Source: an optimization exercise on an open RTL-to-GDS flow (aim: small area, a short achievable clock period and few clock cycles). Production flows keep margins and buffers that such runs may drop. Only simulation tests tie the RTL to the original design; equivalence was not proved. Power is estimated from default activity; no workload was simulated.

==> v36: inputs <==
==> flow/design.v (excerpt) <==
module bcu (
    input  wire        clk,
    input  wire        rst,
    input  wire        cmd_valid,
    output wire        cmd_ready,
    input  wire [15:0] cmd_cw,
    input  wire [63:0] cmd_opnd,
    input  wire [7:0]  cmd_paylen,
    input  wire        pay_valid,
    output wire        pay_ready,
    input  wire [7:0]  pay_data,
    output reg         dout_valid,
    output wire [7:0]  dout_data,
    output reg         rsp_valid,
    output reg  [2:0]  rsp_status,
    output wire [63:0] rsp_res,
    output wire [63:0] rsp_need,
    output wire [63:0] rsp_have
);
make LEC_CHECK=0 CAP_MARGIN=20 CORE_MARGIN=2 CORE_UTILIZATION=60 SETUP_SLACK_MARGIN=5 SLEW_MARGIN=20 finish   # period 10.0 ns
run.sh (not shown) runs the stock make flow with config.mk's settings and CLKGATE_MAP_FILE= SYNTH_SCRIPT=/design/flow/synth_recipe.tcl, a recipe that flattens the netlist after the stock synthesis.
==> v22: changes against v36 <==
--- a/flow/design.v
+++ b/flow/design.v
@@ -19,42 +19,38 @@
 );
     localparam [2:0] ST_OK    = 3'd0;
     localparam [2:0] ST_INSUF = 3'd1;
     localparam [2:0] ST_MALF  = 3'd2;
     localparam [2:0] ST_INVAL = 3'd3;
     localparam [2:0] ST_CAP   = 3'd5;
     reg st_idle;     
-    reg st_exec;     
     reg st_pay;      
     reg st_out;      
-    reg st_vw;       
     reg st_v2;       
     reg st_p1;       
     reg [511:0] mb;              
     reg [6:0]   len;
     reg [6:0]   off;
-    reg [3:0]   x_typ;           
-    reg         x_le, x_sgn;
-    reg         x_fget, x_vget;  
+    reg         x_sgn;           
     reg         x_buf;           
     reg         x_con;           
     reg         x_inv, x_cap;    
     reg [6:0]   x_len;           
     reg [63:0]  r;               
     reg [6:0]   ptr;             
     reg [8:0]   wp;              
     reg [7:0]   hx;              
     reg [7:0]   cnt;
     reg         werr;            
-    reg [63:0]  win;             
+    reg [7:0]   dq;              
     reg         nb;              
     reg [6:0]   have;
     assign cmd_ready = st_idle;
     assign pay_ready = st_pay;
-    assign dout_data = win[7:0];
+    assign dout_data = dq;
     assign rsp_res   = nb ? 64'd0 : r;
     assign rsp_need  = nb ? r : 64'd0;
     assign rsp_have  = {57'd0, have};
     wire [6:0] rem  = len - off;
     wire       take = st_idle & cmd_valid;
     wire [2:0] rrow = ptr[5:3];
     wire [2:0] rcol = ptr[2:0];
@@ -80,15 +76,15 @@
     wire       c_w64 = c[3];
     reg c_fget, c_fput, c_vget, c_vput;
     always @(*) begin
         c_fget = 1'b0;
         c_fput = 1'b0;
         c_vget = 1'b0;
         c_vput = 1'b0;
-        if (c_ok) begin
+        begin
             case (c)
                 8'h00, 8'h08,
                 8'h10, 8'h12, 8'h14, 8'h16,
                 8'h18, 8'h1C,
                 8'h20, 8'h22, 8'h24, 8'h26,
                 8'h28, 8'h2A, 8'h2C, 8'h2E,
                 8'h30, 8'h34,
@@ -99,23 +95,23 @@
                 8'hB0, 8'hB4, 8'hB8, 8'hBC:    c_fput = 1'b1;
                 8'h40, 8'h42, 8'h48, 8'h4A:    c_vget = 1'b1;
                 8'hC0, 8'hC2, 8'hC8, 8'hCA:    c_vput = 1'b1;
                 default: ;
             endcase
         end
     end
-    wire c_getraw    = c_ok & (c == 8'h50);
-    wire c_putraw    = c_ok & (c == 8'hD0);
-    wire c_getrem    = c_ok & (c == 8'h58);
-    wire c_construct = c_ok & (c == 8'h78);
-    wire c_rewind    = c_ok & (c == 8'h79);
-    wire c_setoff    = c_ok & (c == 8'h7A);
-    wire c_getoff    = c_ok & (c == 8'h7B);
-    wire c_getbuf    = c_ok & (c == 8'h7C);
-    wire c_feof      = c_ok & (c == 8'h7D);
+    wire c_getraw    = (c == 8'h50);
+    wire c_putraw    = (c == 8'hD0);
+    wire c_getrem    = (c == 8'h58);
+    wire c_construct = (c == 8'h78);
+    wire c_rewind    = (c == 8'h79);
+    wire c_setoff    = (c == 8'h7A);
+    wire c_getoff    = (c == 8'h7B);
+    wire c_getbuf    = (c == 8'h7C);
+    wire c_feof      = (c == 8'h7D);
     function [3:0] width(input [3:0] t);
         case (t)
             4'd0, 4'd1: width = 4'd1;
             4'd2:       width = 4'd2;
             4'd3:       width = 4'd3;
             4'd4, 4'd6: width = 4'd4;
             default:    width = 4'd8;
@@ -141,62 +137,63 @@
     wire [63:0] v = (c_typ == 4'd1) ? {63'd0, (op != 64'd0)} : op;
     reg [9:0] lge;               
     always @(*)
         for (i = 0; i < 10; i = i + 1)
             lge[i] = ({1'b0, len} >= 8'd64 - i);
     wire cap_f = ({1'b0, len} + {4'd0, c_n} > 8'd64);
     wire cap_v = |(nz & lge);
+    wire [63:0] win = window;
     wire [7:0] w0 = win[7:0],   w1 = win[15:8],  w2 = win[23:16], w3 = win[31:24];
     wire [7:0] w4 = win[39:32], w5 = win[47:40], w6 = win[55:48], w7 = win[63:56];
-    wire [3:0] x_n = width(x_typ);
     reg [63:0] fget_res;
     always @(*) begin
-        case (x_n)
-            4'd1: fget_res = (x_typ == 4'd1) ? {63'd0, (w0 != 8'd0)} : {56'd0, w0};
+        case (c_n)
+            4'd1: fget_res = (c_typ == 4'd1) ? {63'd0, (w0 != 8'd0)} : {56'd0, w0};
             4'd2: begin
-                fget_res[15:0]  = x_le ? {w1, w0} : {w0, w1};
-                fget_res[63:16] = {48{x_sgn & fget_res[15]}};
+                fget_res[15:0]  = c_le ? {w1, w0} : {w0, w1};
+                fget_res[63:16] = {48{c_sgn & fget_res[15]}};
             end
-            4'd3: fget_res = {40'd0, (x_le ? {w2, w1, w0} : {w0, w1, w2})};
+            4'd3: fget_res = {40'd0, (c_le ? {w2, w1, w0} : {w0, w1, w2})};
             4'd4: begin
-                fget_res[31:0]  = x_le ? {w3, w2, w1, w0} : {w0, w1, w2, w3};
-                fget_res[63:32] = {32{x_sgn & fget_res[31]}};
+                fget_res[31:0]  = c_le ? {w3, w2, w1, w0} : {w0, w1, w2, w3};
+                fget_res[63:32] = {32{c_sgn & fget_res[31]}};
             end
-            default: fget_res = x_le ? win : {w0, w1, w2, w3, w4, w5, w6, w7};
+            default: fget_res = c_le ? win : {w0, w1, w2, w3, w4, w5, w6, w7};
         endcase
     end
-    wire       x_w64 = x_typ[0];     
+    wire       x_w64 = st_v2 | c_w64;    
+    wire       v_sgn = st_v2 ? x_sgn : c_sgn;
     reg  [8:0] pc;                   
     reg  [7:0] term;                 
     reg [55:0] vacc;
     always @(*) begin
         pc[0] = 1'b1;
         for (i = 0; i < 8; i = i + 1)
             pc[i+1] = pc[i] & win[8*i+7];
         for (i = 0; i < 8; i = i + 1) begin
             term[i] = pc[i] & ~win[8*i+7] & (rem > i);
             vacc[7*i +: 7] = pc[i] ? win[8*i +: 7] : 7'd0;
         end
     end
     wire       v_ok   = x_w64 ? (|term[7:0]) : (|term[4:0]);
     wire       v_more = x_w64 & pc[8] & (rem > 7'd8);
-    reg  [3:0] v_n;
+    reg  [6:0] v_off;
     always @(*) begin
-        v_n = 4'd0;
-        for (i = 7; i >= 0; i = i - 1)
-            if (term[i]) v_n = i + 1;
+        v_off = 7'd0;
+        for (i = 0; i < 8; i = i + 1)
+            v_off = v_off | ({7{term[i]}} & (off + i + 1));
     end
     wire        t8     = ~w0[7];
     wire        t9     = w0[7] & ~w1[7] & (rem > 7'd9);
     wire [63:0] acc2   = {(t9 & w1[0]), w0[6:0], r[55:0]};
     wire [63:0] vsrc   = st_v2 ? acc2 : {8'd0, vacc};
     wire [31:0] vz32   = (vsrc[31:0] >> 1) ^ {32{vsrc[0]}};
     wire [63:0] vz64   = (vsrc >> 1) ^ {64{vsrc[0]}};
-    wire [63:0] vget_res = x_w64 ? (x_sgn ? vz64 : vsrc)
-                                 : (x_sgn ? {{32{vz32[31]}}, vz32} : {32'd0, vsrc[31:0]});
+    wire [63:0] vget_res = x_w64 ? (v_sgn ? vz64 : vsrc)
+                                 : (v_sgn ? {{32{vz32[31]}}, vz32} : {32'd0, vsrc[31:0]});
     wire [63:0] wsrc = st_p1 ? {48'd0, 7'd0, hx[7], hx[7], hx[6:0]}
                              : (c_vput ? venc : v);
     wire [5:0]  wa   = (st_pay | st_p1) ? wp[5:0] : len[5:0];
     wire        w_be = ~st_p1 & ~c_vput & ~c_le;
     wire [2:0]  w_nm1 = c_n[2:0] - 3'd1;
     reg [63:0] put_bank;
     always @(*) begin
@@ -227,15 +224,15 @@
         for (b = 0; b < 8; b = b + 1)
             for (q = 0; q < 8; q = q + 1)
                 if (wen[8*q + b])
                     mb[8*(8*q + b) +: 8] <= put_bank[8*b +: 8];
     end
     wire fast_buf = take & c_getbuf & (len != 7'd0);
     always @(posedge clk)
-        win <= fast_buf ? mb[63:0] : window;
+        dq <= fast_buf ? mb[7:0] : window[7:0];
     task automatic respond(input [2:0] st, input [63:0] res);
         begin
             rsp_valid  <= 1'b1;
             rsp_status <= st;
             r          <= res;
             nb         <= 1'b0;
             have       <= 7'd0;
@@ -271,37 +268,33 @@
                 st_out  <= 1'b1;
             end
         end
     endtask
     always @(posedge clk) begin
         if (rst) begin
             st_idle    <= 1'b1;
-            st_exec    <= 1'b0;
             st_pay     <= 1'b0;
             st_out     <= 1'b0;
-            st_vw      <= 1'b0;
             st_v2      <= 1'b0;
             st_p1      <= 1'b0;
             len        <= 7'd0;
             off        <= 7'd0;
             ptr        <= 7'd0;
             rsp_valid  <= 1'b0;
             dout_valid <= 1'b0;
         end else begin
             rsp_valid  <= 1'b0;
             dout_valid <= 1'b0;
             if (take) begin
-                x_typ  <= c_typ;
-                x_le   <= c_le;
                 x_sgn  <= c_sgn;
-                x_fget <= c_fget;
-                x_vget <= c_vget;
                 x_buf  <= 1'b0;
                 x_con  <= c[3];
-                if (c_fput || c_vput) begin
+                if (!c_ok) begin
+                    respond(ST_INVAL, 64'd0);
+                end else if (c_fput || c_vput) begin
                     wp    <= {2'd0, len} + 9'd8;
                     hx    <= u[63:56];
                     if (c_fput ? cap_f : cap_v)
                         respond(ST_CAP, 64'd0);
                     else if (c_fput) begin
                         len <= len + {3'd0, c_n};
                         respond(ST_OK, {60'd0, c_n});
@@ -313,17 +306,34 @@
                             nb         <= 1'b0;
                             have       <= 7'd0;
                             st_idle    <= 1'b0;
                             st_p1      <= 1'b1;
                         end else
                             respond(ST_OK, {60'd0, vlen});
                     end
-                end else if (c_fget || c_vget) begin
-                    st_idle <= 1'b0;
-                    st_exec <= 1'b1;
+                end else if (c_fget) begin
+                    if (rem < {3'd0, c_n})
+                        insuf({60'd0, c_n});
+                    else begin
+                        off <= off + {3'd0, c_n};
+                        ptr <= off + {3'd0, c_n};
+                        respond(ST_OK, fget_res);
+                    end
+                end else if (c_vget) begin
+                    if (v_ok) begin
+                        off <= v_off;
+                        ptr <= v_off;
+                        respond(ST_OK, vget_res);
+                    end else if (v_more) begin
+                        r       <= {8'd0, vacc};
+                        ptr     <= off + 7'd8;
+                        st_idle <= 1'b0;
+                        st_v2   <= 1'b1;
+                    end else
+                        respond(ST_MALF, 64'd0);
                 end else if (c_getraw) begin
                     if (op[63])
                         respond(ST_INVAL, 64'd0);
                     else if (op == 64'd0)
                         respond(ST_OK, 64'd0);
                     else if (op > {57'd0, rem})
                         insuf(op);
@@ -383,59 +393,28 @@
                     respond(ST_OK, {57'd0, off});
                 end else if (c_feof) begin
                     respond(ST_OK, {63'd0, (rem == 7'd0)});
                 end else begin
                     respond(ST_INVAL, 64'd0);
                 end
             end
-            if (st_exec) begin
-                begin
-                    st_exec <= 1'b0;
-                    st_idle <= 1'b1;
-                    if (x_fget) begin
-                        if (rem < {3'd0, x_n})
-                            insuf({60'd0, x_n});
-                        else begin
-                            off <= off + {3'd0, x_n};
-                            ptr <= off + {3'd0, x_n};
-                            respond(ST_OK, fget_res);
-                        end
-                    end else if (x_vget) begin
-                        if (v_ok) begin
-                            off <= off + {3'd0, v_n};
-                            ptr <= off + {3'd0, v_n};
-                            respond(ST_OK, vget_res);
-                        end else if (v_more) begin
-                            r       <= {8'd0, vacc};
-                            ptr     <= off + 7'd8;
-                            st_idle <= 1'b0;
-                            st_vw   <= 1'b1;
-                        end else
-                            respond(ST_MALF, 64'd0);
-                    end
-                end
-            end
             if (st_out) begin
                 dout_valid <= 1'b1;
                 ptr        <= ptr + 7'd1;
                 cnt        <= cnt - 8'd1;
                 if (cnt == 8'd1) begin
                     st_out    <= 1'b0;
                     st_idle   <= 1'b1;
                     rsp_valid <= 1'b1;
                     if (x_buf)
                         ptr <= off;
                     else
                         off <= ptr + 7'd1;
                 end
             end
-            if (st_vw) begin
-                st_vw <= 1'b0;
-                st_v2 <= 1'b1;
-            end
             if (st_v2) begin
                 st_v2   <= 1'b0;
                 st_idle <= 1'b1;
                 if (t8 | t9) begin
                     off <= off + (t8 ? 7'd9 : 7'd10);
                     ptr <= off + (t8 ? 7'd9 : 7'd10);
                     respond(ST_OK, vget_res);
Settings changed: CAP_MARGIN 20 to 50, CORE_UTILIZATION 60 to 40, SLEW_MARGIN 20 to 50.
==> v16: changes against v36 <==
--- a/flow/design.v
+++ b/flow/design.v
@@ -25,33 +25,37 @@
     reg st_idle;     
     reg st_exec;     
     reg st_pay;      
     reg st_out;      
     reg st_vw;       
     reg st_v2;       
     reg st_p1;       
+    reg st_wr;       
     reg [511:0] mb;              
     reg [6:0]   len;
     reg [6:0]   off;
     reg [3:0]   x_typ;           
     reg         x_le, x_sgn;
     reg         x_fget, x_vget;  
-    reg         x_buf;           
+    reg         x_raw, x_rem, x_buf;     
     reg         x_con;           
     reg         x_inv, x_cap;    
     reg [6:0]   x_len;           
     reg [63:0]  r;               
     reg [6:0]   ptr;             
-    reg [8:0]   wp;              
+    reg [8:0]   wa;              
+    reg [63:0]  e;               
     reg [7:0]   hx;              
     reg [7:0]   cnt;
     reg         werr;            
     reg [63:0]  win;             
     reg         nb;              
     reg [6:0]   have;
+    reg         ovl_o, ovl_b;    
+    reg         stale;           
     assign cmd_ready = st_idle;
     assign pay_ready = st_pay;
     assign dout_data = win[7:0];
     assign rsp_res   = nb ? 64'd0 : r;
     assign rsp_need  = nb ? r : 64'd0;
     assign rsp_have  = {57'd0, have};
     wire [6:0] rem  = len - off;
@@ -135,14 +139,22 @@
         for (i = 0; i < 8; i = i + 1)
             venc[8*i +: 8] = {nz[i+1], u[7*i +: 7]};
         vlen = 4'd1;
         for (i = 1; i < 10; i = i + 1)
             if (nz[i]) vlen = i + 1;
     end
     wire [63:0] v = (c_typ == 4'd1) ? {63'd0, (op != 64'd0)} : op;
+    reg  [63:0] fenc;
+    always @(*) begin
+        for (i = 0; i < 8; i = i + 1) begin : fe
+            reg [2:0] k;
+            k = c_le ? i[2:0] : (c_n[2:0] - 3'd1 - i[2:0]);
+            fenc[8*i +: 8] = v[8*k +: 8];
+        end
+    end
     reg [9:0] lge;               
     always @(*)
         for (i = 0; i < 10; i = i + 1)
             lge[i] = ({1'b0, len} >= 8'd64 - i);
     wire cap_f = ({1'b0, len} + {4'd0, c_n} > 8'd64);
     wire cap_v = |(nz & lge);
     wire [7:0] w0 = win[7:0],   w1 = win[15:8],  w2 = win[23:16], w3 = win[31:24];
@@ -189,32 +201,23 @@
     wire        t9     = w0[7] & ~w1[7] & (rem > 7'd9);
     wire [63:0] acc2   = {(t9 & w1[0]), w0[6:0], r[55:0]};
     wire [63:0] vsrc   = st_v2 ? acc2 : {8'd0, vacc};
     wire [31:0] vz32   = (vsrc[31:0] >> 1) ^ {32{vsrc[0]}};
     wire [63:0] vz64   = (vsrc >> 1) ^ {64{vsrc[0]}};
     wire [63:0] vget_res = x_w64 ? (x_sgn ? vz64 : vsrc)
                                  : (x_sgn ? {{32{vz32[31]}}, vz32} : {32'd0, vsrc[31:0]});
-    wire [63:0] wsrc = st_p1 ? {48'd0, 7'd0, hx[7], hx[7], hx[6:0]}
-                             : (c_vput ? venc : v);
-    wire [5:0]  wa   = (st_pay | st_p1) ? wp[5:0] : len[5:0];
-    wire        w_be = ~st_p1 & ~c_vput & ~c_le;
-    wire [2:0]  w_nm1 = c_n[2:0] - 3'd1;
-    reg [63:0] put_bank;
+    reg [63:0] put_bank;         
     always @(*) begin
         for (b = 0; b < 8; b = b + 1) begin : wr
             reg [2:0] k;
-            if (w_be)
-                k = w_nm1 + wa[2:0] - b[2:0];
-            else
-                k = b[2:0] - wa[2:0];
-            put_bank[8*b +: 8] = st_pay ? pay_data : wsrc[8*k +: 8];
+            k = b[2:0] - wa[2:0];
+            put_bank[8*b +: 8] = st_pay ? pay_data : e[8*k +: 8];
         end
     end
-    wire wact = (st_pay | st_p1) ? (~(werr & st_pay) & (wp[8:6] == 3'd0))
-                                 : (take & (c_fput | c_vput) & ~len[6]);
+    wire wact = (wa[8:6] == 3'd0) & (st_pay ? ~werr : st_wr);
     reg  [63:0] wen;
     always @(*) begin
         for (b = 0; b < 8; b = b + 1) begin : we
             reg [2:0] row;
             reg       wrap;
             row  = wa[5:3] + ((b < wa[2:0]) ? 3'd1 : 3'd0);
             wrap = (b < wa[2:0]) && (wa[5:3] == 3'd7);
@@ -225,15 +228,15 @@
     end
     always @(posedge clk) begin
         for (b = 0; b < 8; b = b + 1)
             for (q = 0; q < 8; q = q + 1)
                 if (wen[8*q + b])
                     mb[8*(8*q + b) +: 8] <= put_bank[8*b +: 8];
     end
-    wire fast_buf = take & c_getbuf & (len != 7'd0);
+    wire fast_buf = take & c_getbuf & (len != 7'd0) & ~(st_wr & ovl_b);
     always @(posedge clk)
         win <= fast_buf ? mb[63:0] : window;
     task automatic respond(input [2:0] st, input [63:0] res);
         begin
             rsp_valid  <= 1'b1;
             rsp_status <= st;
             r          <= res;
@@ -277,33 +280,42 @@
             st_idle    <= 1'b1;
             st_exec    <= 1'b0;
             st_pay     <= 1'b0;
             st_out     <= 1'b0;
             st_vw      <= 1'b0;
             st_v2      <= 1'b0;
             st_p1      <= 1'b0;
+            st_wr      <= 1'b0;
             len        <= 7'd0;
             off        <= 7'd0;
             ptr        <= 7'd0;
             rsp_valid  <= 1'b0;
             dout_valid <= 1'b0;
         end else begin
             rsp_valid  <= 1'b0;
             dout_valid <= 1'b0;
+            st_wr      <= 1'b0;
             if (take) begin
                 x_typ  <= c_typ;
                 x_le   <= c_le;
                 x_sgn  <= c_sgn;
                 x_fget <= c_fget;
                 x_vget <= c_vget;
+                x_raw  <= 1'b0;
+                x_rem  <= 1'b0;
                 x_buf  <= 1'b0;
                 x_con  <= c[3];
+                stale  <= st_wr & ovl_o & (c_fget | c_vget);
                 if (c_fput || c_vput) begin
-                    wp    <= {2'd0, len} + 9'd8;
+                    st_wr <= 1'b1;
+                    wa    <= {2'd0, len};
+                    e     <= c_vput ? venc : fenc;
                     hx    <= u[63:56];
+                    ovl_o <= (rem < 7'd8);
+                    ovl_b <= (len < 7'd8);
                     if (c_fput ? cap_f : cap_v)
                         respond(ST_CAP, 64'd0);
                     else if (c_fput) begin
                         len <= len + {3'd0, c_n};
                         respond(ST_OK, {60'd0, c_n});
                     end else begin
                         len <= len + {3'd0, vlen};
@@ -325,35 +337,51 @@
                         respond(ST_INVAL, 64'd0);
                     else if (op == 64'd0)
                         respond(ST_OK, 64'd0);
                     else if (op > {57'd0, rem})
                         insuf(op);
                     else begin
                         r <= op;
-                        stream(op[6:0], off + 7'd1, 1'b0);
+                        if (st_wr & ovl_o) begin
+                            x_raw   <= 1'b1;
+                            st_idle <= 1'b0;
+                            st_exec <= 1'b1;
+                        end else
+                            stream(op[6:0], off + 7'd1, 1'b0);
                     end
                 end else if (c_getrem) begin
                     if (rem == 7'd0)
                         insuf(64'd1);
                     else begin
                         r <= {57'd0, rem};
-                        stream(rem, off + 7'd1, 1'b0);
+                        if (st_wr & ovl_o) begin
+                            x_rem   <= 1'b1;
+                            st_idle <= 1'b0;
+                            st_exec <= 1'b1;
+                        end else
+                            stream(rem, off + 7'd1, 1'b0);
                     end
                 end else if (c_getbuf) begin
                     if (len == 7'd0)
                         respond(ST_OK, 64'd0);
                     else begin
                         r <= {57'd0, len};
-                        stream(len, 7'd1, 1'b1);
+                        if (st_wr & ovl_b) begin
+                            x_buf   <= 1'b1;
+                            ptr     <= 7'd0;
+                            st_idle <= 1'b0;
+                            st_exec <= 1'b1;
+                        end else
+                            stream(len, 7'd1, 1'b1);
                     end
                 end else if ((c_putraw || c_construct) && cmd_paylen != 8'd0) begin
                     st_idle <= 1'b0;
                     st_pay  <= 1'b1;
                     cnt     <= cmd_paylen;
-                    wp      <= c_construct ? 9'd0 : {2'd0, len};
+                    wa      <= c_construct ? 9'd0 : {2'd0, len};
                     r       <= c_construct ? op : {56'd0, cmd_paylen};
                     x_inv   <= (op > {56'd0, cmd_paylen});
                     x_cap   <= c_construct ? (cmd_paylen > 8'd64)
                                            : ({2'd0, len} + {1'b0, cmd_paylen} > 9'd64);
                     x_len   <= c_construct ? cmd_paylen[6:0] : (len + cmd_paylen[6:0]);
                     werr    <= c_construct & ((op > {56'd0, cmd_paylen}) || (cmd_paylen > 8'd64));
                 end else if (c_putraw) begin
@@ -384,15 +412,17 @@
                 end else if (c_feof) begin
                     respond(ST_OK, {63'd0, (rem == 7'd0)});
                 end else begin
                     respond(ST_INVAL, 64'd0);
                 end
             end
             if (st_exec) begin
-                begin
+                if (stale) begin
+                    stale <= 1'b0;                           
+                end else begin
                     st_exec <= 1'b0;
                     st_idle <= 1'b1;
                     if (x_fget) begin
                         if (rem < {3'd0, x_n})
                             insuf({60'd0, x_n});
                         else begin
                             off <= off + {3'd0, x_n};
@@ -407,14 +437,20 @@
                         end else if (v_more) begin
                             r       <= {8'd0, vacc};
                             ptr     <= off + 7'd8;
                             st_idle <= 1'b0;
                             st_vw   <= 1'b1;
                         end else
                             respond(ST_MALF, 64'd0);
+                    end else if (x_raw) begin
+                        stream(r[6:0], off + 7'd1, 1'b0);
+                    end else if (x_rem) begin
+                        stream(rem, off + 7'd1, 1'b0);
+                    end else begin
+                        stream(len, 7'd1, 1'b1);
                     end
                 end
             end
             if (st_out) begin
                 dout_valid <= 1'b1;
                 ptr        <= ptr + 7'd1;
                 cnt        <= cnt - 8'd1;
@@ -442,19 +478,22 @@
                 end else begin
                     ptr <= off;
                     respond(ST_MALF, 64'd0);
                 end
             end
             if (st_p1) begin
                 st_p1     <= 1'b0;
+                st_wr     <= 1'b1;
+                wa        <= wa + 9'd8;
+                e         <= {48'd0, 7'd0, hx[7], hx[7], hx[6:0]};
                 st_idle   <= 1'b1;
                 rsp_valid <= 1'b1;
             end
             if (st_pay && pay_valid) begin
-                wp  <= wp + 9'd1;
+                wa  <= wa + 9'd1;
                 cnt <= cnt - 8'd1;
                 if (cnt == 8'd1) begin
                     st_pay  <= 1'b0;
                     st_idle <= 1'b1;
                     if (x_con ? x_inv : 1'b0)
                         respond(ST_INVAL, 64'd0);
                     else if (x_cap)
Settings changed: CORE_UTILIZATION 60 to 40.
==> summary.txt <==
The total design power came out at 8200 uW. Summed over all combinational cells, the power is 1650 uW. At the pin with the least slew margin, the transition time is 1.27 ns. The die boundary width is 296 um. The final critical-path setup slack is 4.75 ns. The flow ran to the end and the layout has no timing, DRC or antenna violations.

For met2 alone, demand over resource in global routing was 70.7%. The pre-antenna-repair detailed-routing pass consisted of 13 iterations. The instance area after placement came out at 54300 um2. In this run the biggest area consumer among cell types represents 37.0% of the synthesized area. The post-synthesis share of cell area spent on and, or, nand and nor gates came out at 15.2%. The slack of the worst reg-to-reg path came out at 4.91 ns. The final layout contains routed wiring with a total length of 229000 um.
-- figures above: v36

==> summary.txt <==
After Yosys synthesis, and, or, nand and nor cells account for 14.9% of the synthesized area. The flow ran to the end and the layout has no timing, DRC or antenna violations. STA classifies the critical path endpoint as a register. The floorplan step set the die width to 379 um. The final critical-path setup slack came out at 4.94 ns.

The met2 routing resource usage after global routing is 49.4%. The instance area after placement is 60800 um2. The storage element area is 22900 um2.

The share of Yosys cell area claimed by the top area cell type came out at 37.3%. The worst-margin pin slew is 1.28 ns. In this run, power in combinational logic comes to 1110 uW. TritonCTS created 90 clock buffers. The final setup skew is 0.0492 ns. For this run, the detailed router's first-pass iteration total came to 9. The total design power is 8330 uW. The slack of the worst reg-to-reg path came out at 5.05 ns.
-- figures above: v16

==> summary.txt <==
The share of Yosys cell area claimed by the top area cell type is 38.7%. The die boundary width came out at 352 um. The iteration count of the initial detailed-routing pass is 11. Global routing used 51.9% of the available met2 tracks.

The detailed-route wire length is 234000 um. STA classifies the critical path endpoint as a register. The worst ir drop on vdd is 0.123 mV. The flow ran to the end and the layout has no timing, DRC or antenna violations.

Per report_power, the Combinational row totals 1280 uW. The final critical-path setup slack is 4.81 ns. Across all register-to-register paths, the minimum setup slack is 4.99 ns. The instance area after placement came out at 53700 um2. By area the synthesized netlist is led by sky130_fd_sc_hd__edfxtp_1 (39%), sky130_fd_sc_hd__mux4_2 (6.3%), sky130_fd_sc_hd__mux2i_1 (5.7%), sky130_fd_sc_hd__a21oi_1 (4.8%), sky130_fd_sc_hd__nor2_1 (4.2%). The total design power came out at 7220 uW. The wire length the detailed router placed on met1 is 86800 um.
-- figures above: v22

Testbench counts of v36, summed over its fixed seeds: cycles 63,484.
Testbench counts of v22, summed over its fixed seeds: cycles 57,881.
Testbench counts of v16, summed over its fixed seeds: cycles 63,520.

==> what the ideal ports hide <==
Ports are ideal in the flow. The routed layouts listed here were re-timed in OpenROAD. Step 1, drivers: a clkbuf_16 drives clk and a buf_2 each remaining input, both assumed. Step 2 adds t to the input delays and takes it off the output delays; t is the mean of the earliest and latest rising clock arrival at the registers after step 1. Input paths then give back, and output paths get back, about the clock's delay inside the block. Three values: ideal, step 1, step 2; two values: the first two.
run | t (ns) | setup WS [ns] | latest minus earliest clock arrival (ns) | worst register clock-pin slew, ns | cell pins on the clock port's net
v36 | 0.728 | 4.746 / 4.661 / 3.933 | 0.057 / 0.057 | 0.07 / 0.07 | 1
v22 | 0.744 | 4.810 / 4.626 / 3.883 | 0.042 / 0.043 | 0.07 / 0.07 | 1
v16 | 0.794 | 4.937 / 4.922 / 4.128 | 0.050 / 0.050 | 0.07 / 0.07 | 1
After both steps every run listed still meets setup and hold. The setup slack of v22, which loses most, moves by -0.184 ns with the drivers and by -0.927 ns with both steps.
